Source: an optimization exercise on an open RTL-to-GDS flow (aim: a short achievable clock period and few clock cycles). Production flows keep margins and buffers that such runs may drop.
Only simulation tests tie the RTL to the original design; equivalence was not proved.
No activity file was given, so power comes from the tool's default toggle rates.

==> design.v <==
module a362m (
    input  wire        clk,
    input  wire        rst_n,
    input  wire        cmd_valid,
    input  wire [39:0] cmd_word,
    output reg         cmd_ready,
    output reg         done_valid,
    output reg  [2:0]  done_status,
    output reg  [15:0] rd,
    output reg  [15:0] fx,
    output reg  [15:0] fy,
    output reg  [15:0] fz,
    output reg  [15:0] ft,
    output reg  [63:0] burst_buf,
    output reg  [3:0]  bufn,
    output reg  [7:0]  want,
    output reg  [7:0]  echo,
    output reg  [2:0]  status,
    output reg  [3:0]  err,
    output reg         busy,
    output reg         cs_open,
    output reg         tx_valid,
    output reg  [7:0]  tx_byte,
    input  wire        rx_valid,
    input  wire [7:0]  rx_byte,
    input  wire        bus_fail
);
    localparam [4:0] OP_RD1    = 5'h01, OP_WR1   = 5'h02, OP_RD2    = 5'h03,
                     OP_WR2    = 5'h04, OP_RDB   = 5'h05, OP_DEC    = 5'h08,
                     OP_RDS8   = 5'h09, OP_RDS12 = 5'h0A, OP_RDXYZT = 5'h0B,
                     OP_WRC    = 5'h10, OP_SETB  = 5'h11, OP_SETF   = 5'h12,
                     OP_RDF    = 5'h13, OP_MEASON= 5'h14, OP_SRESET = 5'h15,
                     OP_CFGACT = 5'h18, OP_CFGINACT = 5'h19;
    localparam [2:0] ST_OK = 3'd0, ST_TF = 3'd1, ST_VM = 3'd2, ST_IF = 3'd3,
                     ST_IC = 3'd4;
    function [15:0] decode(input [7:0] lo, input [7:0] hi, input s);
        decode = s ? {hi, lo} : {4'h0, hi[3:0], lo};
    endfunction
    reg         bsy;         
    reg         frm;         
    wire        acc = !bsy && cmd_valid && rst_n;     
    wire [16:0] c_dl;        
    wire [16:0] c_z;         
    wire        c_zs, c_zr;  
    wire        c_run, c_fit;
    wire        hold_cs;     
    wire        cs_next, tv_next, frm_next, lg_a, lg_b;
    a362m_opdec1 u_opl (.op(cmd_word[39:35]), .d(c_dl));
    a362m_chk    u_chk (.w(cmd_word[34:0]), .z(c_z), .zs(c_zs), .zr(c_zr));
    a362m_runchk u_run (.m(cmd_word[23:16]), .v(cmd_word[7:0]), .run(c_run), .fit(c_fit));
    wire [13:0] c_term;
    a362m_t_rd1   u_t_rd1   (.w(cmd_word[34:0]), .op(cmd_word[39:35]), .cv(cmd_valid), .bsy(bsy), .y(c_term[0]));
    a362m_t_wr1   u_t_wr1   (.w(cmd_word[34:0]), .op(cmd_word[39:35]), .cv(cmd_valid), .bsy(bsy), .y(c_term[1]));
    a362m_t_rd2   u_t_rd2   (.w(cmd_word[34:0]), .op(cmd_word[39:35]), .cv(cmd_valid), .bsy(bsy), .y(c_term[2]));
    a362m_t_wr2   u_t_wr2   (.w(cmd_word[34:0]), .op(cmd_word[39:35]), .cv(cmd_valid), .bsy(bsy), .y(c_term[3]));
    a362m_t_rdb   u_t_rdb   (.w(cmd_word[34:0]), .op(cmd_word[39:35]), .cv(cmd_valid), .bsy(bsy), .y(c_term[4]));
    a362m_t_rds8  u_t_rds8  (.w(cmd_word[34:0]), .op(cmd_word[39:35]), .cv(cmd_valid), .bsy(bsy), .y(c_term[5]));
    a362m_t_rds12 u_t_rds12 (.w(cmd_word[34:0]), .op(cmd_word[39:35]), .cv(cmd_valid), .bsy(bsy), .y(c_term[6]));
    a362m_t_xyzt  u_t_xyzt  (.w(cmd_word[34:0]), .op(cmd_word[39:35]), .cv(cmd_valid), .bsy(bsy), .y(c_term[7]));
    a362m_t_wrc   u_t_wrc   (.w(cmd_word[34:0]), .op(cmd_word[39:35]), .cv(cmd_valid), .bsy(bsy), .y(c_term[8]));
    a362m_t_setb  u_t_setb  (.w(cmd_word[34:0]), .op(cmd_word[39:35]), .cv(cmd_valid), .bsy(bsy), .y(c_term[9]));
    a362m_t_meas  u_t_meas  (.w(cmd_word[34:0]), .op(cmd_word[39:35]), .cv(cmd_valid), .bsy(bsy), .y(c_term[10]));
    a362m_t_srst  u_t_srst  (.w(cmd_word[34:0]), .op(cmd_word[39:35]), .cv(cmd_valid), .bsy(bsy), .y(c_term[11]));
    a362m_t_cact  u_t_cact  (.w(cmd_word[34:0]), .op(cmd_word[39:35]), .cv(cmd_valid), .bsy(bsy), .y(c_term[12]));
    a362m_t_cin   u_t_cin   (.w(cmd_word[34:0]), .op(cmd_word[39:35]), .cv(cmd_valid), .bsy(bsy), .y(c_term[13]));
    a362m_or15h  u_gcs (.x(c_term), .hold(hold_cs), .r(rst_n), .y(cs_next));
    a362m_or15h  u_gtv (.x(c_term), .hold(hold_cs), .r(rst_n), .y(tv_next));
    a362m_or15h  u_gfr (.x(c_term), .hold(hold_cs), .r(rst_n), .y(frm_next));
    a362m_ao9    u_lga (.d(c_dl[8:0]), .t(c_z[8:0]), .y(lg_a));
    a362m_ao8    u_lgb (.d(c_dl[16:9]), .t(c_z[16:9]), .y(lg_b));
    wire [4:0] c_op = cmd_word[39:35];
    wire c_rdfirst = (c_op == OP_RD1) | (c_op == OP_RD2) | (c_op == OP_RDB) |
                     (c_op == OP_RDS8) | (c_op == OP_RDS12) | (c_op == OP_RDXYZT) |
                     (c_op == OP_SETB) | (c_op == OP_SETF) | (c_op == OP_RDF) |
                     (c_op == OP_MEASON);
    reg        gap;          
    reg        first;        
    reg [1:0]  lg_q;         
    reg [16:0] opq;          
    reg        dec_q;        
    reg        fit_q, run_q, zs_q, zr_q;    
    reg [39:0] cw;           
    reg [2:0]  step;         
    reg [3:0]  pos;          
    reg        last;         
    reg        endc;         
    reg        e_rd, e_xyzt; 
    reg [7:0]  e_rdb;        
    reg        rdfr;         
    reg        vfy;          
    reg [7:0]  capsel;       
    reg [63:0] rxbuf;        
    reg [7:0]  w_q;          
    reg [7:0]  vsh;          
    reg [63:0] rdfm;         
    reg [7:0]  bsel;         
    wire [4:0]  op    = cw[39:35];
    wire        s_bit = cw[34];
    wire        m_bit = cw[33];
    wire [7:0]  addr  = cw[31:24];
    wire [7:0]  mask  = cw[23:16];
    wire [7:0]  val8  = cw[7:0];
    wire [1:0]  ch    = cw[1:0];
    wire [7:0]  t     = rxbuf[7:0];
    wire        aic   = (addr == 8'h27);
    wire o_rd1  = opq[0],  o_wr1  = opq[1],  o_rd2  = opq[2],  o_wr2  = opq[3];
    wire o_rdb  = opq[4],  o_rds8 = opq[5],  o_rds12= opq[6],  o_xyzt = opq[7];
    wire o_wrc  = opq[8],  o_setb = opq[9],  o_meas = opq[10], o_srst = opq[11];
    wire o_cact = opq[12], o_cin  = opq[13], o_setf = opq[14], o_rdf  = opq[15];
    wire o_cfg  = o_cact || o_cin;
    reg        d_wr, d_fin, d_vfy;
    reg [7:0]  d_addr, d_p0, d_p1;
    reg [3:0]  d_len;
    always @(*) begin
        d_wr   = 1'b0;
        d_fin  = 1'b1;
        d_vfy  = 1'b0;
        d_addr = addr;
        d_len  = 4'd1;
        d_p0   = val8;
        d_p1   = cw[15:8];
        if (o_wr1) d_wr = 1'b1;
        if (o_rd2 || o_wr2 || o_rds12) d_len = 4'd2;
        if (o_wr2) d_wr = 1'b1;
        if (o_rdb) d_len = cw[3:0];
        if (o_rds8) d_addr = {6'b000010, ch};
        if (o_rds12) d_addr = 8'h0E + {5'd0, ch, 1'b0};
        if (o_xyzt) begin d_addr = 8'h0E; d_len = 4'd8; end
        if (o_wrc) begin
            if (step == 3'd0) begin d_wr = 1'b1; d_fin = !aic; end
            else d_vfy = 1'b1;
        end
        if (o_setb || o_setf) begin
            case (step)
                3'd0:    d_fin = 1'b0;
                3'd1:    begin d_wr = 1'b1; d_fin = !aic; d_p0 = w_q; end
                default: d_vfy = 1'b1;
            endcase
        end
        if (o_meas) begin
            d_addr = 8'h2D;
            if (step == 3'd0) d_fin = 1'b0;
            else begin d_wr = 1'b1; d_p0 = w_q; end
        end
        if (o_srst) begin d_wr = 1'b1; d_addr = 8'h1F; d_p0 = 8'h52; end
        if (o_cfg) begin
            d_fin = 1'b0;
            case (step)
                3'd0: begin
                    d_wr = 1'b1; d_len = 4'd2;
                    d_addr = o_cact ? 8'h20 : 8'h23;
                    d_p0 = cw[23:16]; d_p1 = cw[31:24];
                end
                3'd1: begin
                    d_wr = 1'b1;
                    d_addr = o_cact ? 8'h22 : 8'h25;
                    d_len  = o_cact ? 4'd1 : 4'd2;
                end
                3'd2: d_addr = 8'h27;
                3'd3: begin d_wr = 1'b1; d_addr = 8'h27; d_p0 = w_q; end
                default: begin d_addr = 8'h27; d_vfy = 1'b1; d_fin = 1'b1; end
            endcase
        end
    end
    wire [7:0] nxt = (pos == 4'd0) ? d_addr :
                     !d_wr         ? 8'h00  :
                     (pos == 4'd1) ? d_p0   :
                     (pos == 4'd2) ? d_p1   : 8'h00;
    wire nlast = (pos == d_len);
    wire nendc = nlast && d_fin;
    reg [7:0] wcalc;
    always @(*) begin
        if (o_setb)      wcalc = t | mask;
        else if (o_setf) wcalc = (t & ~mask) | vsh;
        else if (o_meas) wcalc = t | 8'h02;
        else if (o_cact) wcalc = t | (m_bit ? 8'h03 : 8'h01);
        else if (o_cin)  wcalc = t | (m_bit ? 8'h0C : 8'h04);
        else             wcalc = val8;
    end
    reg [7:0] ctz1h;
    integer zi;
    always @(*) begin
        ctz1h = 8'h00;
        for (zi = 7; zi >= 0; zi = zi - 1)
            if (mask[zi]) ctz1h = 8'h01 << zi;
    end
    reg [7:0] vsh_c;
    reg [63:0] rdfm_c;
    integer zc, zj;
    always @(*) begin
        vsh_c  = 8'h00;
        rdfm_c = 64'h0;
        for (zc = 0; zc < 8; zc = zc + 1) begin
            if (ctz1h[zc]) vsh_c = (val8 << zc) & mask;
            for (zj = 0; zj + zc < 8; zj = zj + 1)
                rdfm_c[8*zc + zj] = ctz1h[zc] & mask[zj + zc];
        end
    end
    reg [7:0] rdf_v;
    integer fc, fj;
    always @(*) begin
        rdf_v = 8'h00;
        for (fj = 0; fj < 8; fj = fj + 1)
            for (fc = 0; fj + fc < 8; fc = fc + 1)
                rdf_v[fj] = rdf_v[fj] | (rdfm[8*fc + fj] & rx_byte[fj + fc]);
    end
    wire [7:0]  b0 = rxbuf[7:0];
    reg  [15:0] rd_new;
    always @(*) begin
        if (o_rd2)        rd_new = {rx_byte, b0};
        else if (o_rds12) rd_new = decode(b0, rx_byte, s_bit);
        else if (o_rdf)   rd_new = {8'h00, rdf_v};
        else              rd_new = {8'h00, rx_byte};
    end
    wire rd_op = o_rd1 || o_rd2 || o_rds8 || o_rds12 || o_rdf;
    wire ans    = frm && rx_valid && !bus_fail;        
    wire fail   = frm && bus_fail;                     
    wire fin_ok = ans && endc;                         
    wire lgo    = first && ((o_setf && zs_q && fit_q) || (o_rdf && zr_q && run_q));
    wire zdone  = first && !frm && !lgo;               
    wire done_evt = fin_ok || fail || zdone;
    wire eq     = (rx_byte == w_q);
    wire st_vm  = fin_ok && vfy && !eq;
    wire st_if  = zdone && lg && !dec_q;
    wire st_upd = fail || fin_ok || zdone;             
    wire [2:0] st_new = {zdone && !lg, st_vm || st_if, fail || st_if};
    assign hold_cs = bsy && (gap || lgo || (frm && !bus_fail && !(rx_valid && last)));
    wire lg = lg_q[0] || lg_q[1];
    wire busy_next, bsy_next;
    a362m_bsy u_bo (.rst_n(rst_n), .acc(acc), .bsy(bsy), .done(done_evt), .y(busy_next));
    a362m_bsy u_bi (.rst_n(rst_n), .acc(acc), .bsy(bsy), .done(done_evt), .y(bsy_next));
    integer i;
    always @(posedge clk) begin
        vsh   <= vsh_c;
        rdfm  <= rdfm_c;
        for (i = 0; i < 8; i = i + 1)
            bsel[i] <= (i < cw[3:0]);
        lg_q  <= {lg_b, lg_a};
        dec_q <= (c_op == OP_DEC);
        fit_q <= c_fit;
        run_q <= c_run;
        zs_q  <= c_zs;
        zr_q  <= c_zr;
        if (!bsy)
            cw <= cmd_word;
        if (frm)
            for (i = 0; i < 8; i = i + 1)
                if (capsel[i]) rxbuf[8*i +: 8] <= rx_byte;
        if (gap)
            w_q <= wcalc;
        if (!bsy) begin
            vfy     <= 1'b0;
            step    <= 3'd0;
            pos     <= 4'd0;
            last    <= 1'b0;
            endc    <= 1'b0;
            e_rd    <= 1'b0;
            e_xyzt  <= 1'b0;
            e_rdb   <= 8'h00;
            capsel  <= 8'h00;
        end else if (gap) begin
            vfy     <= d_vfy;
            pos     <= 4'd0;
            last    <= 1'b0;
            endc    <= 1'b0;
            e_rd    <= 1'b0;
            e_xyzt  <= 1'b0;
            e_rdb   <= 8'h00;
            capsel  <= 8'h00;
        end else if (ans) begin
            if (last) begin
                if (!endc)
                    step <= step + 3'd1;
            end else begin
                pos     <= pos + 4'd1;
                last    <= nlast;
                endc    <= nendc;
                e_rd    <= nendc && rd_op;
                e_xyzt  <= nendc && o_xyzt;
                e_rdb   <= (nendc && o_rdb) ? bsel : 8'h00;
                if (rdfr)
                    capsel <= (pos == 4'd1) ? 8'h01 : {capsel[6:0], 1'b0};
            end
        end
    end
    always @(posedge clk) begin
        cs_open  <= cs_next;
        tx_valid <= tv_next;
        frm      <= frm_next;
        busy     <= busy_next;
        bsy      <= bsy_next;
        if (!rst_n) begin
            tx_byte     <= 8'h00;
            opq         <= 17'h0;
            rdfr        <= 1'b0;
            cmd_ready   <= 1'b1;
            first       <= 1'b0;
            gap         <= 1'b0;
            done_valid  <= 1'b0;
            done_status <= 3'd0;
            rd          <= 16'h0;
            fx          <= 16'h0;
            fy          <= 16'h0;
            fz          <= 16'h0;
            ft          <= 16'h0;
            burst_buf   <= 64'h0;
            bufn        <= 4'h0;
            want        <= 8'h00;
            echo        <= 8'h00;
            status      <= ST_OK;
            err         <= 4'h0;
        end else begin
            first      <= acc;
            gap        <= ans && last && !endc;
            done_valid <= done_evt;
            if (acc)
                cmd_ready <= 1'b0;
            else if (done_evt)
                cmd_ready <= 1'b1;
            if (!bsy) begin
                opq  <= c_dl;
                rdfr <= c_rdfirst;
            end else if (gap) begin
                rdfr <= !d_wr;
            end
            if (!bsy)
                tx_byte <= {7'b0000101, c_rdfirst};
            else if (gap)
                tx_byte <= {7'b0000101, !d_wr};
            else if (ans && !last)
                tx_byte <= nxt;
            status      <= st_new | (status & {3{!st_upd}});
            done_status <= st_new | (done_status & {3{!st_upd}});
            err         <= err | {zdone && !lg, st_if, st_vm, fail};
            if (zdone && lg && dec_q)
                rd <= decode(cw[7:0], cw[15:8], cw[34]);
            else if (ans && e_rd)
                rd <= rd_new;
            if (ans && e_xyzt) begin
                fx <= decode(rxbuf[7:0],   rxbuf[15:8],  s_bit);
                fy <= decode(rxbuf[23:16], rxbuf[31:24], s_bit);
                fz <= decode(rxbuf[39:32], rxbuf[47:40], s_bit);
                ft <= decode(rxbuf[55:48], rx_byte,      s_bit);
            end
            for (i = 0; i < 8; i = i + 1)
                if (ans && e_rdb[i])
                    burst_buf[8*i +: 8] <= capsel[i] ? rx_byte : rxbuf[8*i +: 8];
            if (ans && e_rdb[0])
                bufn <= cw[3:0];
            if (fin_ok && vfy) begin
                want <= w_q;
                echo <= rx_byte;
            end
        end
    end
endmodule
module a362m_opdec1 (
    input  wire [4:0]  op,
    output wire [16:0] d
);
    assign d[0]  = (op == 5'h01);
    assign d[1]  = (op == 5'h02);
    assign d[2]  = (op == 5'h03);
    assign d[3]  = (op == 5'h04);
    assign d[4]  = (op == 5'h05);
    assign d[5]  = (op == 5'h09);
    assign d[6]  = (op == 5'h0A);
    assign d[7]  = (op == 5'h0B);
    assign d[8]  = (op == 5'h10);
    assign d[9]  = (op == 5'h11);
    assign d[10] = (op == 5'h14);
    assign d[11] = (op == 5'h15);
    assign d[12] = (op == 5'h18);
    assign d[13] = (op == 5'h19);
    assign d[14] = (op == 5'h12);
    assign d[15] = (op == 5'h13);
    assign d[16] = (op == 5'h08);
endmodule
module a362m_chk (
    input  wire [34:0] w,
    output wire [16:0] z,
    output wire        zs,
    output wire        zr
);
    assign z[0]  = ((w & 35'h700FFFFFF) == 35'h0);    
    assign z[1]  = ((w & 35'h700FFFF00) == 35'h0);    
    assign z[2]  = ((w & 35'h700FFFFFF) == 35'h0);    
    assign z[3]  = ((w & 35'h700FF0000) == 35'h0);    
    assign z[4]  = ((w & 35'h700FFFF00) == 35'h0);    
    assign z[5]  = ((w & 35'h7FFFFFFFC) == 35'h0);    
    assign z[6]  = ((w & 35'h3FFFFFFFC) == 35'h0);    
    assign z[7]  = ((w & 35'h3FFFFFFFF) == 35'h0);    
    assign z[8]  = ((w & 35'h700FFFF00) == 35'h0);    
    assign z[9]  = ((w & 35'h70000FFFF) == 35'h0);    
    assign z[10] = ((w & 35'h7FFFFFFFF) == 35'h0);    
    assign z[11] = ((w & 35'h7FFFFFFFF) == 35'h0);    
    assign z[12] = ((w & 35'h500000000) == 35'h0);    
    assign z[13] = ((w & 35'h500000000) == 35'h0);    
    assign z[14] = ((w & 35'h70000FF00) == 35'h0);    
    assign z[15] = ((w & 35'h70000FFFF) == 35'h0);    
    assign z[16] = ((w & 35'h3FFFF0000) == 35'h0);    
    wire [7:0] a = w[31:24];
    wire [7:0] n = w[7:0];
    wire ctrl = (a[7:4] == 4'h2) && (a[3:0] != 4'hF);
    assign zs    = z[14] && ctrl;
    assign zr    = z[15] && ctrl;
endmodule
module a362m_runchk (
    input  wire [7:0] m,
    input  wire [7:0] v,
    output reg        run,
    output reg        fit
);
    integer rc, rp;
    always @(*) begin
        run = 1'b0;
        fit = 1'b0;
        for (rc = 0; rc < 8; rc = rc + 1)
            for (rp = 1; rc + rp <= 8; rp = rp + 1)
                if (m == ((8'hFF >> (8 - rp)) << rc)) begin
                    run = 1'b1;
                    if ((v >> rp) == 8'h00) fit = 1'b1;
                end
    end
endmodule
module a362m_ao9 (
    input  wire [8:0] d,
    input  wire [8:0] t,
    output wire       y
);
    assign y = ((d & t) != 9'h0);
endmodule
module a362m_ao8 (
    input  wire [7:0] d,
    input  wire [7:0] t,
    output wire       y
);
    assign y = ((d & t) != 8'h0);
endmodule
module a362m_bsy (
    input  wire rst_n,
    input  wire acc,
    input  wire bsy,
    input  wire done,
    output wire y
);
    assign y = rst_n && (acc || (bsy && !done));
endmodule
module a362m_t_rd1 (
    input  wire [34:0] w,
    input  wire [4:0]  op,
    input  wire        cv,
    input  wire        bsy,
    output wire        y
);
    assign y = cv && !bsy && (op == 5'h01) && ((w & 35'h700FFFFFF) == 35'h0) &&
               (1'b1);
endmodule
module a362m_t_wr1 (
    input  wire [34:0] w,
    input  wire [4:0]  op,
    input  wire        cv,
    input  wire        bsy,
    output wire        y
);
    assign y = cv && !bsy && (op == 5'h02) && ((w & 35'h700FFFF00) == 35'h0) &&
               (1'b1);
endmodule
module a362m_t_rd2 (
    input  wire [34:0] w,
    input  wire [4:0]  op,
    input  wire        cv,
    input  wire        bsy,
    output wire        y
);
    assign y = cv && !bsy && (op == 5'h03) && ((w & 35'h700FFFFFF) == 35'h0) &&
               (1'b1);
endmodule
module a362m_t_wr2 (
    input  wire [34:0] w,
    input  wire [4:0]  op,
    input  wire        cv,
    input  wire        bsy,
    output wire        y
);
    assign y = cv && !bsy && (op == 5'h04) && ((w & 35'h700FF0000) == 35'h0) &&
               (1'b1);
endmodule
module a362m_t_rdb (
    input  wire [34:0] w,
    input  wire [4:0]  op,
    input  wire        cv,
    input  wire        bsy,
    output wire        y
);
    assign y = cv && !bsy && (op == 5'h05) && ((w & 35'h700FFFF00) == 35'h0) &&
               ((w[7:4] == 4'h0) && (w[3] ? (w[2:0] == 3'd0) : (w[2:0] != 3'd0)));
endmodule
module a362m_t_rds8 (
    input  wire [34:0] w,
    input  wire [4:0]  op,
    input  wire        cv,
    input  wire        bsy,
    output wire        y
);
    assign y = cv && !bsy && (op == 5'h09) && ((w & 35'h7FFFFFFFC) == 35'h0) &&
               (!(w[1] && w[0]));
endmodule
module a362m_t_rds12 (
    input  wire [34:0] w,
    input  wire [4:0]  op,
    input  wire        cv,
    input  wire        bsy,
    output wire        y
);
    assign y = cv && !bsy && (op == 5'h0A) && ((w & 35'h3FFFFFFFC) == 35'h0) &&
               (1'b1);
endmodule
module a362m_t_xyzt (
    input  wire [34:0] w,
    input  wire [4:0]  op,
    input  wire        cv,
    input  wire        bsy,
    output wire        y
);
    assign y = cv && !bsy && (op == 5'h0B) && ((w & 35'h3FFFFFFFF) == 35'h0) &&
               (1'b1);
endmodule
module a362m_t_wrc (
    input  wire [34:0] w,
    input  wire [4:0]  op,
    input  wire        cv,
    input  wire        bsy,
    output wire        y
);
    assign y = cv && !bsy && (op == 5'h10) && ((w & 35'h700FFFF00) == 35'h0) &&
               ((w[31:28] == 4'h2) && (w[27:24] != 4'hF));
endmodule
module a362m_t_setb (
    input  wire [34:0] w,
    input  wire [4:0]  op,
    input  wire        cv,
    input  wire        bsy,
    output wire        y
);
    assign y = cv && !bsy && (op == 5'h11) && ((w & 35'h70000FFFF) == 35'h0) &&
               ((w[31:28] == 4'h2) && (w[27:24] != 4'hF));
endmodule
module a362m_t_meas (
    input  wire [34:0] w,
    input  wire [4:0]  op,
    input  wire        cv,
    input  wire        bsy,
    output wire        y
);
    assign y = cv && !bsy && (op == 5'h14) && ((w & 35'h7FFFFFFFF) == 35'h0) &&
               (1'b1);
endmodule
module a362m_t_srst (
    input  wire [34:0] w,
    input  wire [4:0]  op,
    input  wire        cv,
    input  wire        bsy,
    output wire        y
);
    assign y = cv && !bsy && (op == 5'h15) && ((w & 35'h7FFFFFFFF) == 35'h0) &&
               (1'b1);
endmodule
module a362m_t_cact (
    input  wire [34:0] w,
    input  wire [4:0]  op,
    input  wire        cv,
    input  wire        bsy,
    output wire        y
);
    assign y = cv && !bsy && (op == 5'h18) && ((w & 35'h500000000) == 35'h0) &&
               ((w[31:27] == 5'h00) && (w[15:8] == 8'h00));
endmodule
module a362m_t_cin (
    input  wire [34:0] w,
    input  wire [4:0]  op,
    input  wire        cv,
    input  wire        bsy,
    output wire        y
);
    assign y = cv && !bsy && (op == 5'h19) && ((w & 35'h500000000) == 35'h0) &&
               ((w[31:27] == 5'h00));
endmodule
module a362m_or15h (
    input  wire [13:0] x,
    input  wire        hold,
    input  wire        r,
    output wire        y
);
    assign y = r && (hold || (x != 14'h0));
endmodule
==> flow/run.sh <==
#!/bin/bash
# Own flow: the standard layout (standard synthesis unchanged), with the
# port buffers made from plain buffers (buf_4) instead of the delay cells
# buffer_ports picks by default, and cell resizing not held to footprints.
set -euo pipefail
bash standard.sh \
  "BUFFER_PORTS_ARGS=-buffer_cell sky130_fd_sc_hd__buf_4" \
  MATCH_CELL_FOOTPRINT=0 \
  finish > flow_make.log 2>&1
==> standard.sh <==
#!/bin/bash
# synth_recipe.tcl (not shown) runs the flow's synth.tcl, then flattens the netlist and writes it again
# the make line also repeats each setting of config.mk as NAME=value (left out here)
make -C /OpenROAD-flow-scripts/flow DESIGN_CONFIG=/design/flow/config.mk WORK_HOME=/design/flow/orfs CLKGATE_MAP_FILE= SYNTH_SCRIPT=/design/flow/synth_recipe.tcl "${@:-finish}"
==> config.mk <==
export PLATFORM = sky130hd
export DESIGN_NAME = a362m
export DESIGN_NICKNAME = a362m
export VERILOG_FILES = /design/flow/design.v
export SDC_FILE = /design/flow/constraint.sdc
export NUM_CORES = 4
export LEC_CHECK = 0
export CAP_MARGIN = 20
export CORE_MARGIN = 2
export CORE_UTILIZATION = 40
export PLACE_DENSITY = 0.6
export SETUP_SLACK_MARGIN = 4.7
export SLEW_MARGIN = 20
export SYNTH_HIERARCHICAL = 1
==> constraint.sdc <==
create_clock -name core_clock -period 7.0 [get_ports {clk}]
set_input_delay 1.4000 -clock core_clock [delete_from_list [all_inputs] [get_ports {clk}]]
set_output_delay 1.4000 -clock core_clock [all_outputs]
set_load 0.01 [all_outputs]
==> summary.txt, run 1 <==
- Drt drc: 0
- Maximum clock path buffer count: 3
- Hpwl dp: 41.7 mm
- Syn_nets: 2055
- Util after Layout: 0.547
- CTS Hold Bufs: 0
- Overflow after GRT: 0
- DR vias: 16905
- Setup TNS: 0 ps
- Routed wl met3: 3.77 mm
- Switching share of power: 0.240
- Slowest cell on the critical path: dfxtp_2
- Primary FF master, synth: dfxtp_1
- Crit path launch type: register
- CP delay by family, top: flip-flops
- Worst slew margin: 0.219
- CP Max Fanout: 2
- Routed len/inst: 23.3 um
- Worst path max stage delay: 360 ps
- Leak pwr: 0.00890 uW
- Least-Margin Pin Slew: 1170 ps
- CTS tree: built
- Hold Path Class: reg2reg
- Sink Count: 401
- DR WL met2: 33.2 mm
- Req. time, crit path: 5600 ps
- Worst path arrival time: 1070 ps
- # port buffers: 239
- Pwr dens: 201 mW/mm^2
- P_int: 3980 uW
- Post-synth cell types: 90
- Maximum VDD drop: 180 uV
- CTS buffer count: 44
- Comb power frac: 0.080
- Crit. End Element: output port
- Highest Clock Rate: 405 MHz
- Clk slew on worst S/H paths: 60 ps
- Via density: 5.82
- DRT iter0 DRCs: 1437
- Status: complete, no violations
- Mapped Cells: 1991
- # setup viols final: 0
- Initial Util: 0.405
- Synth top area share: 0.306
- Area of the die: 0.0500 sq mm
- Ant. Diodes: 0
- Clock network power share: 0.449
- Ys Warns: 8
- Remaining antenna violation count: 0
- Clock Latency Late Sink: 580 ps
- MaxCap Viol Count: 0
- Ys async rst share: 0
- #FFs+latches synth: 401
- Root Buffer Master: clkbuf_16
- Drt pass-1 iters: 8
- Area growth syn-to-layout: 35.1%
- Register area share after synthesis: 0.471
- Count of pins over their slew limit: 0
- GP Congestion: 0.928
- Vias in the first global route: 16210
- Synth top area cells: dfxtp_1 31%, edfxtp_1 16%, nand2_1 5.4%
- Ports: 240
- Crit Path Category: reg2out
- RSZ-0062 raised after global routing: true
- Die height: 224 um
- Tcrit/Tclk final: 0.353
- Top Metal Used: met4
- First-pass GRT wire length: 98.3 mm
- Final Hold Fails: 0
- Post-synth EDFFs: 106
- Post-synth top area cell: dfxtp_1
- Share of cells above drive strength 1: 0.390
- H-tree depth: 2
- Aggregate routed wire length: 67.7 mm
- Psw: 1260 uW
- Core Rows: 80
- Period minus WS final: 2470 ps
- Met1 wire length: 28.2 mm
- Core area: 0.0476 sq mm
- Die width: 224 um
- Mapped Area: 0.0193 sq mm
- CP cell instances: buf_6
- Max Clock Skew: 22.5 ps
- Final nets: 2317
- Reg2Reg Setup Slack: 4790 ps
- Buf/Inv on CP: 1
- Syn avg cell area: 9.69 sq um
- Flop pwr share: 0.471
- Initial antenna violation count: 0
- Total GRT Usage: 0.252
- Largest net degree at the start of global routing: 114
## layout by cell type (no fill, tap or decap), types with 65 or more instances in the layout
cell type	n
dfxtp_1	102
buf_4	110
edfxtp_1	106
nand2_1	271
mux2i_1	92
nor2_1	93
nor2b_1	96
dfxtp_2	185
buf_6	205
mux2_2	65
a21boi_1	90
## path summary, 6_finish.rpt
path | startpoint | endpoint | cells after the start
worst min register to register | ft[3] | ft[3] | 2
worst max register to register | opq[15] | rd[15] | 7
worst max-delay path | tx_byte[3] | tx_byte[3] | 1
worst min-delay path | ft[3] | ft[3] | 2
## layout make-up
cell class / instances / area, sq um
Clock buffer: 70 / 1380
Sequential cell: 401 / 9350
Tap cell: 615 / 769
Clock inverter: 11 / 113
Timing Repair Buffer: 348 / 3890
Inverter: 33 / 128
Fill cell: 4129 / 21600
Multi-Input combinational cell: 1425 / 10400
## metal layers
layer / global-route usage / vias to the layer above
met1: 0.321 / 8272
met2: 0.433 / 702
met4: 0.104 / 0
li1: - / 7772
met5: 0 / -
met3: 0.0287 / 159
## synth_stat cells (all sizes together), types with 51 or more instances
master / n
and2: 51
edfxtp: 106
o21ai: 70
nor2b: 100
dfxtp: 295
nor4: 107
mux2i: 92
mux2: 65
nand2: 280
nand3: 56
nor2: 100
a21oi: 56
clkbuf: 97
a21boi: 105
## sequential cells by signal, summed over array words and instances, names as in the netlist, 16 cells and up
register	count
burst_buf	64
cw	34
ft	16
fx	16
fy	16
fz	16
opq	16
rd	16
rdfm	36
rxbuf	64
## Yosys stat by module, one instance, submodules excluded, a selection
module	flip-flops and latches	cell area, sq um
a362m_t_cact	0	57.6
a362m_t_meas	0	119
a362m_t_wr1	0	63.8
a362m_t_rds8	0	140
a362m_t_rd2	0	104
a362m_t_cin	0	46.3
a362m_t_xyzt	0	123
a362m_ao8	0	36.3
a362m_t_wr2	0	43.8
a362m_t_wrc	0	111
a362m_t_rdb	0	110
a362m_or15h	0	36.3
a362m_bsy	0	21.3
a362m_chk	0	327
a362m	401	16600
## through the flow
| stage | cells | total power, uW | setup slack [ps] | hold slack, ps | instance area [sq um] |
|---|---|---|---|---|---|
| after floorplan | 1991 | 2680 | 4340 | 346 | 19900 |
| after global placement | 2719 | 2860 | 3320 | 441 | 21700 |
| after detailed placement | 2719 | 2860 | 3270 | 446 | 21700 |
| after CTS | 2839 | 5220 | 4500 | 457 | 24700 |
| after global routing | 2903 | 5390 | 4500 | 476 | 26100 |
| final | 2903 | 5240 | 4530 | 455 | 26100 |
## cell families after synthesis
family / after synthesis / share of synthesized area
and+or+nand+nor: 858 / 0.254
adders and majority gates: 11 / 0.00713
buffers and inverters: 169 / 0.0363
xor gates and xnor gates: 21 / 0.00992
AOI/OAI and AO/OA: 374 / 0.136
muxes: 157 / 0.0856
DFF: 401 / 0.471
## power groups by stage
stage	Clock, uW	Sequential, uW	Combinational (uW)
after detailed placement	0	2520	338
after global placement	0	2520	335
after floorplan	0	2480	196
after CTS	2400	2470	350
final	2350	2470	420
after global routing	2480	2470	443
## repair_timing
action / in CTS / in global routing
pin swaps: 9 / 30
gates cloned: 2 / 13
gates resized for setup: 430 / 130
setup buffers: 37 / 51
endpoints found under the setup margin: 374 / 294
Testbench counts, summed over its fixed seeds: cycles 102,253.
==> run 2, diff against run 1 <==
--- a/config.mk
+++ b/config.mk
@@ -9,6 +9,6 @@
 export CORE_MARGIN = 2
 export CORE_UTILIZATION = 40
 export PLACE_DENSITY = 0.6
-export SETUP_SLACK_MARGIN = 4.7
+export SETUP_SLACK_MARGIN = 4.5
 export SLEW_MARGIN = 20
 export SYNTH_HIERARCHICAL = 1
==> run 2 against run 1 <==
- sequential power barely moved
- cell area fell by 12%
- utilization fell by 6.4 points
- critical endpoint is now want[2]
==> summary.txt, run 2 <==
- Crit Path Category: reg2out (unchanged)
- CTS buffer count: 42 (was 44)
- H-tree depth: 2 (unchanged)
- Final Hold Slack: 446 ps (was 455 ps)
- Syn avg cell area: 9.69 sq um (unchanged)
- Aggregate routed wire length: 62.1 mm (was 67.7 mm)
- Pre-CTS setup slack: 3270 ps (about the same)
- Syn_nets: 2055 (unchanged)
- Core area: 0.0476 sq mm (unchanged)
- GP Congestion: 0.880 (was 0.928)
- Mapped Area: 0.0193 sq mm (unchanged)
- Hpwl dp: 41.7 mm (about the same)
- Total GRT Usage: 0.242 (was 0.252)
- Ys async rst share: 0 (unchanged)
- CP delay by family, top: flip-flops (unchanged)
- Crit path launch type: register (unchanged)
- MaxCap Viol Count: 0 (unchanged)
- Pwr dens: 215 mW/mm^2 (was 201 mW/mm^2)
- Die height: 224 um (unchanged)
- Via density: 5.77 (was 5.82)
- Least-Margin Pin Slew: 995 ps (was 1170 ps)
- Drt drc: 0 (unchanged)
- Post-synth cell types: 90 (unchanged)
- DR vias: 16185 (was 16905)
- Leak pwr: 0.00756 uW (was 0.00890 uW)
- Core Rows: 80 (unchanged)
- Hold Path Class: reg2reg (unchanged)
- Synth top area cells: dfxtp_1 31%, edfxtp_1 16%, nand2_1 5.4% (unchanged)
- Final worst slack: 4520 ps (was 4530 ps)
- Req. time, crit path: 5600 ps (about the same)
- Sink Count: 401 (unchanged)
- XOR/XNOR Fraction of Synth Area: 0.00992 (unchanged)
- Primary FF master, synth: dfxtp_1 (unchanged)
- Post-synth EDFFs: 106 (unchanged)
- Ys Warns: 8 (unchanged)
- Buf/Inv on CP: 1 (unchanged)
- Initial antenna violation count: 1 (was 0)
- Simple-gate share of the synthesized area: 0.254 (unchanged)
- Tcrit/Tclk final: 0.355 (was 0.353)
- Period minus WS final: 2480 ps (was 2470 ps)
- Highest Clock Rate: 403 MHz (was 405 MHz)
- Mux cell area share after synthesis: 0.0856 (unchanged)
- Status: complete, no violations (unchanged)
- Final nets: 2223 (was 2317)
- Mapped Cells: 1991 (unchanged)
- Compound-cell area share of the yosys netlist: 0.136 (unchanged)
- Commonest non-fill, non-tap cell in the layout: dfxtp_1 (was nand2_1)
- CP Max Fanout: 2 (unchanged)
- Post-synth top cells: 295 x dfxtp_1, 280 x nand2_1, 106 x edfxtp_1, 104 x a21boi_0 (unchanged)
- CTS tree: built (unchanged)
- Remaining antenna violation count: 0 (unchanged)
- Count leader, synth: dfxtp_1 (unchanged)
- # setup viols final: 0 (unchanged)
- Post-synthesis adder-cell area fraction: 0.00713 (unchanged)
- Drt pass-1 iters: 5 (was 8)
- Ports: 240 (unchanged)
- Share of cells above drive strength 1: 0.236 (was 0.390)
- Crit. End Element: output port (unchanged)
- Die width: 224 um (unchanged)
- Worst slew margin: 0.335 (was 0.219)
- Routed len/inst: 22.1 um (was 23.3 um)
- Largest net degree at the start of global routing: 101 (was 114)
- Initial Util: 0.405 (unchanged)
- Clk slew on worst S/H paths: 60 ps (about the same)
- Setup TNS: 0 ps (unchanged)
- RSZ-0062 raised after global routing: true (unchanged)
- Commonest cells after routing, fill and taps aside: 284 x dfxtp_1, 277 x nand2_1, 248 x buf_4 (was 271 x nand2_1, 205 x buf_6, 185 x dfxtp_2)
- Post-synth top area cell: dfxtp_1 (unchanged)
- Count of pins over their slew limit: 0 (unchanged)
- Max Clock Skew: 14.1 ps (was 22.5 ps)
- Overflow after GRT: 0 (unchanged)
- Synth top area share: 0.306 (unchanged)
- Slowest cell on the critical path: dfxtp_1 (was dfxtp_2)
- Maximum VDD drop: 132 uV (was 180 uV)
- Area growth syn-to-layout: 19.2% (was 35.1%)
- Area of the die: 0.0500 sq mm (unchanged)
- Register area share after synthesis: 0.471 (unchanged)
- #FFs+latches synth: 401 (unchanged)
- CP cell instances: buf_4 (was buf_6)
- # port buffers: 239 (unchanged)
- Final Hold Fails: 0 (unchanged)
- Largest family of logic cells by synthesized area: simple AND/OR/NAND/NOR gates (unchanged)
- Worst path max stage delay: 390 ps (was 360 ps)
- Worst path arrival time: 1080 ps (was 1070 ps)
- DRT iter0 DRCs: 1329 (was 1437)
- Vias in the first global route: 15560 (was 16210)
- Maximum clock path buffer count: 3 (unchanged)
- Root Buffer Master: clkbuf_16 (unchanged)
- Clock Latency Late Sink: 550 ps (was 580 ps)
- First-pass GRT wire length: 94.5 mm (was 98.3 mm)
- Top Registers: burst_buf: 64 flops, rxbuf: 64 flops, rdfm: 36 flops (unchanged)
run 2: cells by family after synthesis:
logic type | Yosys count
AO/OA/AOI/OAI | 374
buffers and inverters | 169
multiplexers | 157
flip-flops | 401
adder cells (fa/ha/maj) | 11
XOR/XNOR | 21
AND/OR/NAND/NOR | 858
run 2: worst paths after layout:
check | startpoint | endpoint | slack (ps) | cells past startpoint
worst max register to register | step[1] | tx_byte[4] | 4550 | 8
worst min-delay path | e_rdb[5] | e_rdb[5] | 450 | 2
worst min register to register | e_rdb[5] | e_rdb[5] | 450 | 2
worst max-delay path | want[2] | want[2] | 4520 | 1
run 2: through the flow:
stage	total power (uW)	instances	area, sq um	util
global route	5100	2805	23000	0.483
finish	4930	2806	23000	0.483
detailed placement	2850	2724	21500	0.451
floorplan	2670	1991	19400	-
CTS	4960	2803	22800	0.479
global placement	2850	2723	21500	0.451
run 2: layout make-up:
type | instances | area, sq um
multi-input combinational | 1421 | 9690
fill | 4394 | 24600
inverter | 33 | 128
timing repair buffer | 260 | 2010
clock buffer | 65 | 1210
tap | 615 | 769
clock inverter | 10 | 78.8
sequential | 401 | 9110
antenna | 1 | 2.50
run 2: modules after synthesis (local to each module, per instance), a selection:
| module | times used | cells inside |
|---|---|---|
| a362m | 1 | 1614 |
| a362m_chk | 1 | 38 |
| a362m_opdec1 | 1 | 27 |
| a362m_t_rds8 | 1 | 15 |
| a362m_t_xyzt | 1 | 15 |
| a362m_t_meas | 1 | 16 |
| a362m_t_setb | 1 | 13 |
| a362m_t_rdb | 1 | 13 |
| a362m_t_rd2 | 1 | 14 |
| a362m_t_rd1 | 1 | 14 |
| a362m_or15h | 3 | 6 |
| a362m_ao8 | 1 | 5 |
| a362m_bsy | 2 | 2 |
run 2: where the power goes:
group          internal [uW]  switching [uW]
sequential              2420            48.0
combinational            121             232
clock                   1220             894
total                   3760            1170
run 2: repair_timing:
item | CTS | global route
resized for setup | 18 | 35
pin swaps | 1 | 2
buffers inserted | 4 | 2
hold buffers | 0 | 0
hold endpoints to repair | 0 | 0
setup endpoints to repair | 118 | 130
run 2: routing by layer:
| layer | vias to the layer above | track usage | part of all wire |
|---|---|---|---|
| li1 | 7572 | - | - |
| met1 | 7853 | 0.315 | 0.43 |
| met2 | 628 | 0.402 | 0.48 |
| met3 | 132 | 0.0386 | 0.061 |
| met4 | 0 | 0.0955 | 0.036 |
| met5 | - | 0 | 0 |
==> run 3, diff against run 2 <==
--- a/config.mk
+++ b/config.mk
@@ -9,6 +9,6 @@
 export CORE_MARGIN = 2
 export CORE_UTILIZATION = 40
 export PLACE_DENSITY = 0.6
-export SETUP_SLACK_MARGIN = 4.5
+export SETUP_SLACK_MARGIN = 4.65
 export SLEW_MARGIN = 20
 export SYNTH_HIERARCHICAL = 1
==> run 3 against run 2 <==
- utilization increased by 5.2 points
- routed wire length is 6.0% higher
- critical path depth is the same
- global-route usage up 0.91 points
- first-iteration DRC count shrank 6.4%
- worst setup slack improved by 35 ps
- clock power rose by 3%
- critical endpoint is now tx_byte[1]
- highest routed layer unchanged
==> summary.txt, run 3 <==
- Buf/Inv on CP: 1 (unchanged)
- Slowest cell on the critical path: dfxtp_4 (was dfxtp_1)
- Crit. End Element: output port (unchanged)
- GP Congestion: 0.937 (was 0.880)
- DR vias: 16613 (was 16185)
- Vias in the first global route: 15960 (was 15560)
- Grt met2 use: 0.425 (was 0.402)
- Max Clock Skew: 17.9 ps (was 14.1 ps)
- Synth top area cells: dfxtp_1 31%, edfxtp_1 16%, nand2_1 5.4% (unchanged)
- Highest Clock Rate: 408 MHz (was 403 MHz)
- Overflow after GRT: 0 (unchanged)
- Worst R2R End: tx_byte[7] (was tx_byte[4])
- Period minus WS final: 2450 ps (was 2480 ps)
- Inst Count DP: 2721 (was 2724)
- Req. time, crit path: 5600 ps (about the same)
- Ant. Diodes: 0 (was 1)
- Crit path launch type: register (unchanged)
- Clock network power share: 0.433 (was 0.429)
- Flop pwr share: 0.489 (was 0.499)
- P_int: 3830 uW (was 3760 uW)
- Worst path arrival time: 1050 ps (was 1080 ps)
- MaxCap Viol Count: 0 (unchanged)
- Area growth syn-to-layout: 32.1% (was 19.2%)
- Register area share after synthesis: 0.471 (unchanged)
- Post-synth top cells: 295 x dfxtp_1, 280 x nand2_1, 106 x edfxtp_1, 104 x a21boi_0 (unchanged)
- Post-synth EDFFs: 106 (unchanged)
- Ys Warns: 8 (unchanged)
- Non-filler instance count after layout: 2890 (was 2806)
- Commonest cells after routing, fill and taps aside: 274 x nand2_1, 202 x buf_6, 186 x dfxtp_2 (was 284 x dfxtp_1, 277 x nand2_1, 248 x buf_4)
- Leak pwr: 0.00858 uW (was 0.00756 uW)
- RSZ-0062 raised after global routing: true (unchanged)
- Final Hold Slack: 455 ps (was 446 ps)
- Primary FF master, synth: dfxtp_1 (unchanged)
- Post-Place Cell Area: 0.0217 sq mm (was 0.0215 sq mm)
- Tcrit/Tclk final: 0.350 (was 0.355)
- Pre-CTS setup slack: 3260 ps (was 3270 ps)
- # setup viols final: 0 (unchanged)
- Ports: 240 (unchanged)
- Commonest non-fill, non-tap cell in the layout: nand2_1 (was dfxtp_1)
- Maximum VDD drop: 155 uV (was 132 uV)
- Switching share of power: 0.241 (was 0.238)
- Final nets: 2305 (was 2223)
- Top Registers: burst_buf: 64 flops, rxbuf: 64 flops, rdfm: 36 flops (unchanged)
- Remaining antenna violation count: 0 (unchanged)
- Root Buffer Master: clkbuf_16 (unchanged)
- Mapped Cells: 1991 (unchanged)
- Initial antenna violation count: 0 (was 1)
- Final instance area: 0.0255 sq mm (was 0.0230 sq mm)
- Syn avg cell area: 9.69 sq um (unchanged)
- Post-synth cell types: 90 (unchanged)
- Reg2Reg Setup Slack: 4720 ps (was 4550 ps)
- Maximum clock path buffer count: 3 (unchanged)
- Drt pass-1 iters: 5 (unchanged)
- Count leader, synth: dfxtp_1 (unchanged)
- R2r startpoint: step[1] (unchanged)
- CP delay by family, top: flip-flops (unchanged)
- Sink Count: 401 (unchanged)
- Core Rows: 80 (unchanged)
- Busiest grt layer: met2 (unchanged)
- Pwr dens: 198 mW/mm^2 (was 215 mW/mm^2)
- CTS tree: built (unchanged)
- Drt drc: 0 (unchanged)
- #FFs+latches synth: 401 (unchanged)
- Mapped Area: 0.0193 sq mm (unchanged)
- Clock Latency Late Sink: 560 ps (was 550 ps)
- Setup TNS: 0 ps (unchanged)
- Psw: 1210 uW (was 1170 uW)
- CP Max Fanout: 2 (unchanged)
- CTS buffer count: 43 (was 42)
- R2R depth: 9 (was 8)
- CP cell instances: buf_6 (was buf_4)
- Met3 Track Usage GR: 0.0282 (was 0.0386)
- H-tree depth: 2 (unchanged)
- Worst path max stage delay: 380 ps (was 390 ps)
- Crit Path Category: reg2out (unchanged)
- Post-synth top area cell: dfxtp_1 (unchanged)
- Worst slew margin: 0.237 (was 0.335)
- # port buffers: 239 (unchanged)
- Hold EP: e_rdb[6] (was e_rdb[5])
- Final worst slack: 4550 ps (was 4520 ps)
- Total GRT Usage: 0.251 (was 0.242)
- Count of pins over their slew limit: 0 (unchanged)
- Hold Path Class: reg2reg (unchanged)
- Area of the die: 0.0500 sq mm (unchanged)
- First-pass GRT wire length: 98.0 mm (was 94.5 mm)
- Die height: 224 um (unchanged)
- Share of cells above drive strength 1: 0.377 (was 0.236)
- Filler Cell Count: 4200 (was 4394)
- Final Hold Fails: 0 (unchanged)
- Comb power frac: 0.078 (was 0.072)
- Largest net degree at the start of global routing: 82 (was 101)
- Ys async rst share: 0 (unchanged)
- Synth top area share: 0.306 (unchanged)
- Least-Margin Pin Slew: 1140 ps (was 995 ps)
- Clk slew on worst S/H paths: 60 ps (about the same)
- GRT met1 Usage: 0.330 (was 0.315)
- Syn_nets: 2055 (unchanged)
- Core area: 0.0476 sq mm (unchanged)
- Hpwl dp: 41.9 mm (was 41.7 mm)
- Initial Util: 0.405 (unchanged)
- Routed len/inst: 22.8 um (was 22.1 um)
- DRT iter0 DRCs: 1244 (was 1329)
- Aggregate routed wire length: 65.9 mm (was 62.1 mm)
- Die width: 224 um (unchanged)
- Hold Path Depth: 2 (unchanged)
- Status: complete, no violations (unchanged)
- Via density: 5.75 (was 5.77)
- Hold_sp: e_rdb[6] (was e_rdb[5])
[run 3: changes by cell type in the layout (fill, tap and decap cells not counted), sizes merged]
cell,delta
and2,+3
clkbuf,+8
inv,-1
buf,+72
clkinv,+3
diode,-1
[run 3: worst max path at each step]
| stage | start | end | slack [ps] | cells past startpoint |
|---|---|---|---|---|
| 2_1_floorplan | cmd_word[17] | fit_q | 4340 | 5 |
| 3_3_place_gp | bus_fail | e_rdb[2] | 3360 | 8 |
| 3_5_place_dp | bus_fail | e_rdb[2] | 3260 | 8 |
| 4_1_cts | tx_byte[1] | tx_byte[1] | 4530 | 1 |
| 5_1_grt | tx_byte[2] | tx_byte[2] | 4540 | 1 |
| 6_report | tx_byte[1] | tx_byte[1] | 4550 | 1 |
[run 3: kinds of logic (layout without fill, tap and decap cells)]
kind of cell    Yosys count  in the layout  synth area share
xor+xnor                 21             21           0.00992
compound gates          374            374             0.136
mux                     157            157            0.0856
fa+ha+maj                11             11           0.00713
simple gates            858            861             0.254
flops                   401            401             0.471
buf+inv                 169            450            0.0363
[run 3: per-module statistics from Yosys (local to each module, per instance), a selection]
module	copies in the design	flops+latches
a362m_or15h	3	0
a362m_t_rd2	1	0
a362m_bsy	2	0
a362m_t_rds8	1	0
a362m_t_rds12	1	0
a362m_t_wrc	1	0
a362m_t_rd1	1	0
a362m_runchk	1	0
a362m_chk	1	0
a362m_ao8	1	0
a362m_t_wr2	1	0
a362m_t_cin	1	0
a362m_t_rdb	1	0
[run 3: per-stage QoR]
step,util,power (uW)
after floorplan,-,2680
after global placement,0.456,2850
after detailed placement,0.456,2860
after CTS,0.514,5050
after global routing,0.535,5210
final,0.535,5040
[run 3: power groups by stage]
stage,clock network [uW],logic (uW),registers (uW)
3_3_place_gp,0,335,2520
5_1_grt,2320,418,2470
3_5_place_dp,0,339,2520
6_report,2180,392,2470
4_1_cts,2230,351,2470
2_1_floorplan,0,195,2480
[run 3: timing repair]
| action | 4_1_cts | 5_1_grt |
|---|---|---|
| buffers inserted | 34 | 46 |
| pin swaps | 7 | 23 |
| gates cloned | 2 | 8 |
| setup endpoints to repair | 357 | 245 |
| hold buffers | 0 | 0 |
| hold endpoints to repair | 0 | 0 |
| resized for setup | 415 | 94 |
[run 3: area by class of cell]
cell class	instances	area, sq um	area share
inverter	33	128	0.00501
tap	615	769	0.0302
sequential	401	9350	0.367
multi-input combinational	1424	10300	0.404
clock inverter	12	103	0.00403
timing repair buffer	338	3590	0.141
clock buffer	67	1250	0.0489
[run 3: worst register-to-register path: cells and delay by family, from the launching register on]
family | cells | cell delay [ps]
AO/OA/AOI/OAI | 4 | 830
adder cells (fa/ha/maj) | 1 | 210
buffers and inverters | 2 | 400
AND/OR/NAND/NOR | 1 | 130
flip-flops | 1 | 370
multiplexers | 1 | 240
[run 3: metal layers]
metal	wire, um	up-vias
met5	0	-
met4	2370	0
met3	3430	129
met2	32100	647
met1	28000	8089
li1	-	7748
==> run 4, diff against run 3 <==
--- a/config.mk
+++ b/config.mk
@@ -9,6 +9,6 @@
 export CORE_MARGIN = 2
 export CORE_UTILIZATION = 40
 export PLACE_DENSITY = 0.6
-export SETUP_SLACK_MARGIN = 4.65
+export SETUP_SLACK_MARGIN = 4.6
 export SLEW_MARGIN = 20
 export SYNTH_HIERARCHICAL = 1
==> run 4 against run 3 <==
- register-to-register slack got worse by 40 ps
- critical endpoint unchanged
- count of clock-buffer cells in the layout did not move
- power down 0.25%
- non-clock buffer count down 17
- maximum frequency grew 0.26%
- combinational power decreased by 6.6%
- via count down 0.13%
- clock power hardly changed
- routed wire length is 2.9% lower
==> summary.txt, run 4 <==
- Status: complete, no violations (unchanged)
- Worst slew margin: 0.312 (was 0.237)
- Core Rows: 80 (unchanged)
- Ys Warns: 8 (unchanged)
- Non-filler instance count after layout: 2869 (was 2890)
- Commonest non-fill, non-tap cell in the layout: nand2_1 (unchanged)
- Final nets: 2285 (was 2305)
- Synth top area share: 0.306 (unchanged)
- Syn_nets: 2055 (unchanged)
- Maximum VDD drop: 154 uV (was 155 uV)
- Psw: 1220 uW (was 1210 uW)
- Tcrit/Tclk final: 0.349 (was 0.350)
- Overflow after GRT: 0 (unchanged)
- Register area share after synthesis: 0.471 (unchanged)
- Ports: 240 (unchanged)
- Busiest grt layer: met2 (unchanged)
- Area of the die: 0.0500 sq mm (unchanged)
- Count leader, synth: dfxtp_1 (unchanged)
- GRT met1 Usage: 0.325 (was 0.330)
- Highest Clock Rate: 409 MHz (was 408 MHz)
- Crit Path Category: reg2out (unchanged)
- Switching share of power: 0.242 (was 0.241)
- Slowest cell on the critical path: dfxtp_4 (unchanged)
- Inst Count DP: 2722 (was 2721)
- DRT iter0 DRCs: 1321 (was 1244)
- Period minus WS final: 2440 ps (was 2450 ps)
- Least-Margin Pin Slew: 1020 ps (was 1140 ps)
- Hold EP: e_rdb[5] (was e_rdb[6])
- Die height: 224 um (unchanged)
- CP delay by family, top: flip-flops (unchanged)
- Clk slew on worst S/H paths: 60 ps (about the same)
- Mapped Cells: 1991 (unchanged)
- Comb power frac: 0.073 (was 0.078)
- Leak pwr: 0.00842 uW (was 0.00858 uW)
- CTS buffer count: 42 (was 43)
- Setup TNS: 0 ps (unchanged)
- CP cell instances: buf_6 (unchanged)
- Share of cells above drive strength 1: 0.353 (was 0.377)
- Grt met2 use: 0.414 (was 0.425)
- Reg2Reg Setup Slack: 4680 ps (was 4720 ps)
- Ant. Diodes: 0 (unchanged)
- Mapped Area: 0.0193 sq mm (unchanged)
- Post-synth top area cell: dfxtp_1 (unchanged)
- Worst path arrival time: 1040 ps (was 1050 ps)
- Pwr dens: 202 mW/mm^2 (was 198 mW/mm^2)
- Primary FF master, synth: dfxtp_1 (unchanged)
- Filler Cell Count: 4210 (was 4200)
- Count of pins over their slew limit: 0 (unchanged)
- DR vias: 16592 (was 16613)
- GP Congestion: 0.904 (was 0.937)
- #FFs+latches synth: 401 (unchanged)
- Worst path max stage delay: 370 ps (was 380 ps)
- Mux cell area share after synthesis: 0.0856 (unchanged)
- Die width: 224 um (unchanged)
- Vias in the first global route: 15952 (was 15960)
- CP Max Fanout: 2 (unchanged)
- Drt drc: 0 (unchanged)
- Hold Path Depth: 2 (unchanged)
- P_int: 3810 uW (was 3830 uW)
- Sink Count: 401 (unchanged)
- Clock network power share: 0.437 (was 0.433)
- Pre-CTS setup slack: 3250 ps (was 3260 ps)
- Initial Util: 0.405 (unchanged)
- Worst R2R End: e_rdb[2] (was tx_byte[7])
- Post-synthesis adder-cell area fraction: 0.00713 (unchanged)
- Post-synth EDFFs: 106 (unchanged)
- Largest family of logic cells by synthesized area: simple AND/OR/NAND/NOR gates (unchanged)
- Flop pwr share: 0.490 (was 0.489)
- Hpwl dp: 41.6 mm (was 41.9 mm)
- CTS tree: built (unchanged)
- Simple-gate share of the synthesized area: 0.254 (unchanged)
- Compound-cell area share of the yosys netlist: 0.136 (unchanged)
- Post-synth top cells: 295 x dfxtp_1, 280 x nand2_1, 106 x edfxtp_1, 104 x a21boi_0 (unchanged)
- RSZ-0062 raised after global routing: true (unchanged)
- R2R depth: 10 (was 9)
- First-pass GRT wire length: 96.3 mm (was 98.0 mm)
- Crit path launch type: register (unchanged)
- Buf/Inv on CP: 1 (unchanged)
- Hold_sp: e_rdb[5] (was e_rdb[6])
- Power Total: 5030 uW (was 5040 uW)
- Syn avg cell area: 9.69 sq um (unchanged)
- Via density: 5.78 (was 5.75)
- XOR/XNOR Fraction of Synth Area: 0.00992 (unchanged)
- Core area: 0.0476 sq mm (unchanged)
- Final Hold Fails: 0 (unchanged)
- Final instance area: 0.0249 sq mm (was 0.0255 sq mm)
- Ys async rst share: 0 (unchanged)
- Root Buffer Master: clkbuf_16 (unchanged)
- # setup viols final: 0 (unchanged)
- Commonest cells after routing, fill and taps aside: 274 x nand2_1, 199 x buf_6, 188 x dfxtp_2 (was 274 x nand2_1, 202 x buf_6, 186 x dfxtp_2)
- Aggregate routed wire length: 64.0 mm (was 65.9 mm)
- Crit. End Element: output port (unchanged)
- MaxCap Viol Count: 0 (unchanged)
- Req. time, crit path: 5600 ps (about the same)
- Remaining antenna violation count: 0 (unchanged)
- H-tree depth: 2 (unchanged)
- Largest net degree at the start of global routing: 93 (was 82)
- Top Registers: burst_buf: 64 flops, rxbuf: 64 flops, rdfm: 36 flops (unchanged)
- Post-synth cell types: 90 (unchanged)
- Total GRT Usage: 0.245 (was 0.251)
- Synth top area cells: dfxtp_1 31%, edfxtp_1 16%, nand2_1 5.4% (unchanged)
- Post-Place Cell Area: 0.0216 sq mm (was 0.0217 sq mm)
- Clock Latency Late Sink: 550 ps (was 560 ps)
- R2r startpoint: step[1] (unchanged)
- Maximum clock path buffer count: 3 (unchanged)
- Drt pass-1 iters: 5 (unchanged)
- Initial antenna violation count: 0 (unchanged)
- Final worst slack: 4560 ps (was 4550 ps)
- Hold Path Class: reg2reg (unchanged)
- Routed len/inst: 22.3 um (was 22.8 um)
- Area growth syn-to-layout: 28.8% (was 32.1%)
- Max Clock Skew: 14.2 ps (was 17.9 ps)
- # port buffers: 239 (unchanged)
- Met3 Track Usage GR: 0.0298 (was 0.0282)
## run 4: layer usage
metal,share of wire,up-vias
li1,-,7694
met1,0.43,8165
met2,0.49,622
met3,0.055,111
met4,0.029,0
met5,0,-
## run 4: logic make-up (layout without fill, tap and decap cells)
family | count (synthesis) | count (layout)
simple gates | 858 | 859
fa+ha+maj | 11 | 11
flops | 401 | 401
mux | 157 | 157
xor+xnor | 21 | 21
compound gates | 374 | 374
buf+inv | 169 | 431
## run 4: layout make-up
class / count / area [sq um] / share of cell area
clock inverter: 10 / 77.6 / 0.00312
multi-input combinational: 1422 / 9960 / 0.401
tap: 615 / 769 / 0.0310
inverter: 33 / 128 / 0.00513
clock buffer: 67 / 1290 / 0.0518
sequential: 401 / 9340 / 0.376
timing repair buffer: 321 / 3300 / 0.133
## run 4: per-stage QoR
step                      hold slack [ps]   util
final                                 447  0.522
after global routing                  466  0.522
after CTS                             453  0.509
after detailed placement              439  0.453
after global placement                430  0.453
after floorplan                       346      -
## run 4: worst max path at each step
stage               cells past startpoint         start    endpoint  slack, ps
global route                            1    tx_byte[1]  tx_byte[1]       4540
detailed placement                      8      bus_fail    e_rdb[2]       3250
CTS                                     1    tx_byte[1]  tx_byte[1]       4540
finish                                  1    tx_byte[1]  tx_byte[1]       4560
floorplan                               5  cmd_word[17]       fit_q       4340
global placement                        8      bus_fail    e_rdb[2]       3290
## run 4: modules after synthesis, one instance, submodules excluded, a selection
module | area, sq um | flops+latches | cells inside
a362m_t_wr2 | 43.8 | 0 | 7
a362m_t_rdb | 110 | 0 | 13
a362m | 16600 | 401 | 1614
a362m_t_xyzt | 123 | 0 | 15
a362m_t_rd1 | 88.8 | 0 | 14
a362m_t_cin | 46.3 | 0 | 5
a362m_ao9 | 46.3 | 0 | 5
## run 4: power by group through the flow
stage	Clock [uW]	Combinational (uW)	Sequential, uW
after CTS	2230	347	2460
after global routing	2320	390	2470
final	2200	366	2460
after floorplan	0	190	2480
after detailed placement	0	342	2510
after global placement	0	338	2510
## run 4: what timing repair did
action                     CTS  global route
setup endpoints to repair  377           308
gates cloned                 0             3
hold buffers                 0             0
pin swaps                    2             9
gates resized for setup    408            55
buffers inserted            31            36

## port drivers added, routing unchanged
No port has a modelled driver above. Below, the same layouts with a new extraction and two added sets of constraints.
Step 1: set_driving_cell puts a clkbuf_16 on clk and a buf_2 on each other input, an assumption about the parent block.
Step 2 moves the port delays by t, midway between the first and last clock arrival at a register: inputs arrive t later, outputs are due t later. That takes back most of the time a late clock gives input paths.
Slacks: ideal / step 1 / step 2; pairs: ideal / step 1.
run | t, ns | slack for setup (ns) | worst setup path at the end
run 1 | 0.625 | 4.529 / 4.473 / 4.026 | input to register
run 2 | 0.592 | 4.516 / 4.463 / 3.991 | input to register
run 3 | 0.601 | 4.552 / 4.499 / 4.017 | input to register
run 4 | 0.599 | 4.558 / 4.504 / 4.041 | input to register
After both steps setup and hold are still met in every run listed. The setup slack of run 3, which loses most, moves by -0.053 ns with the drivers and by -0.535 ns with both steps.
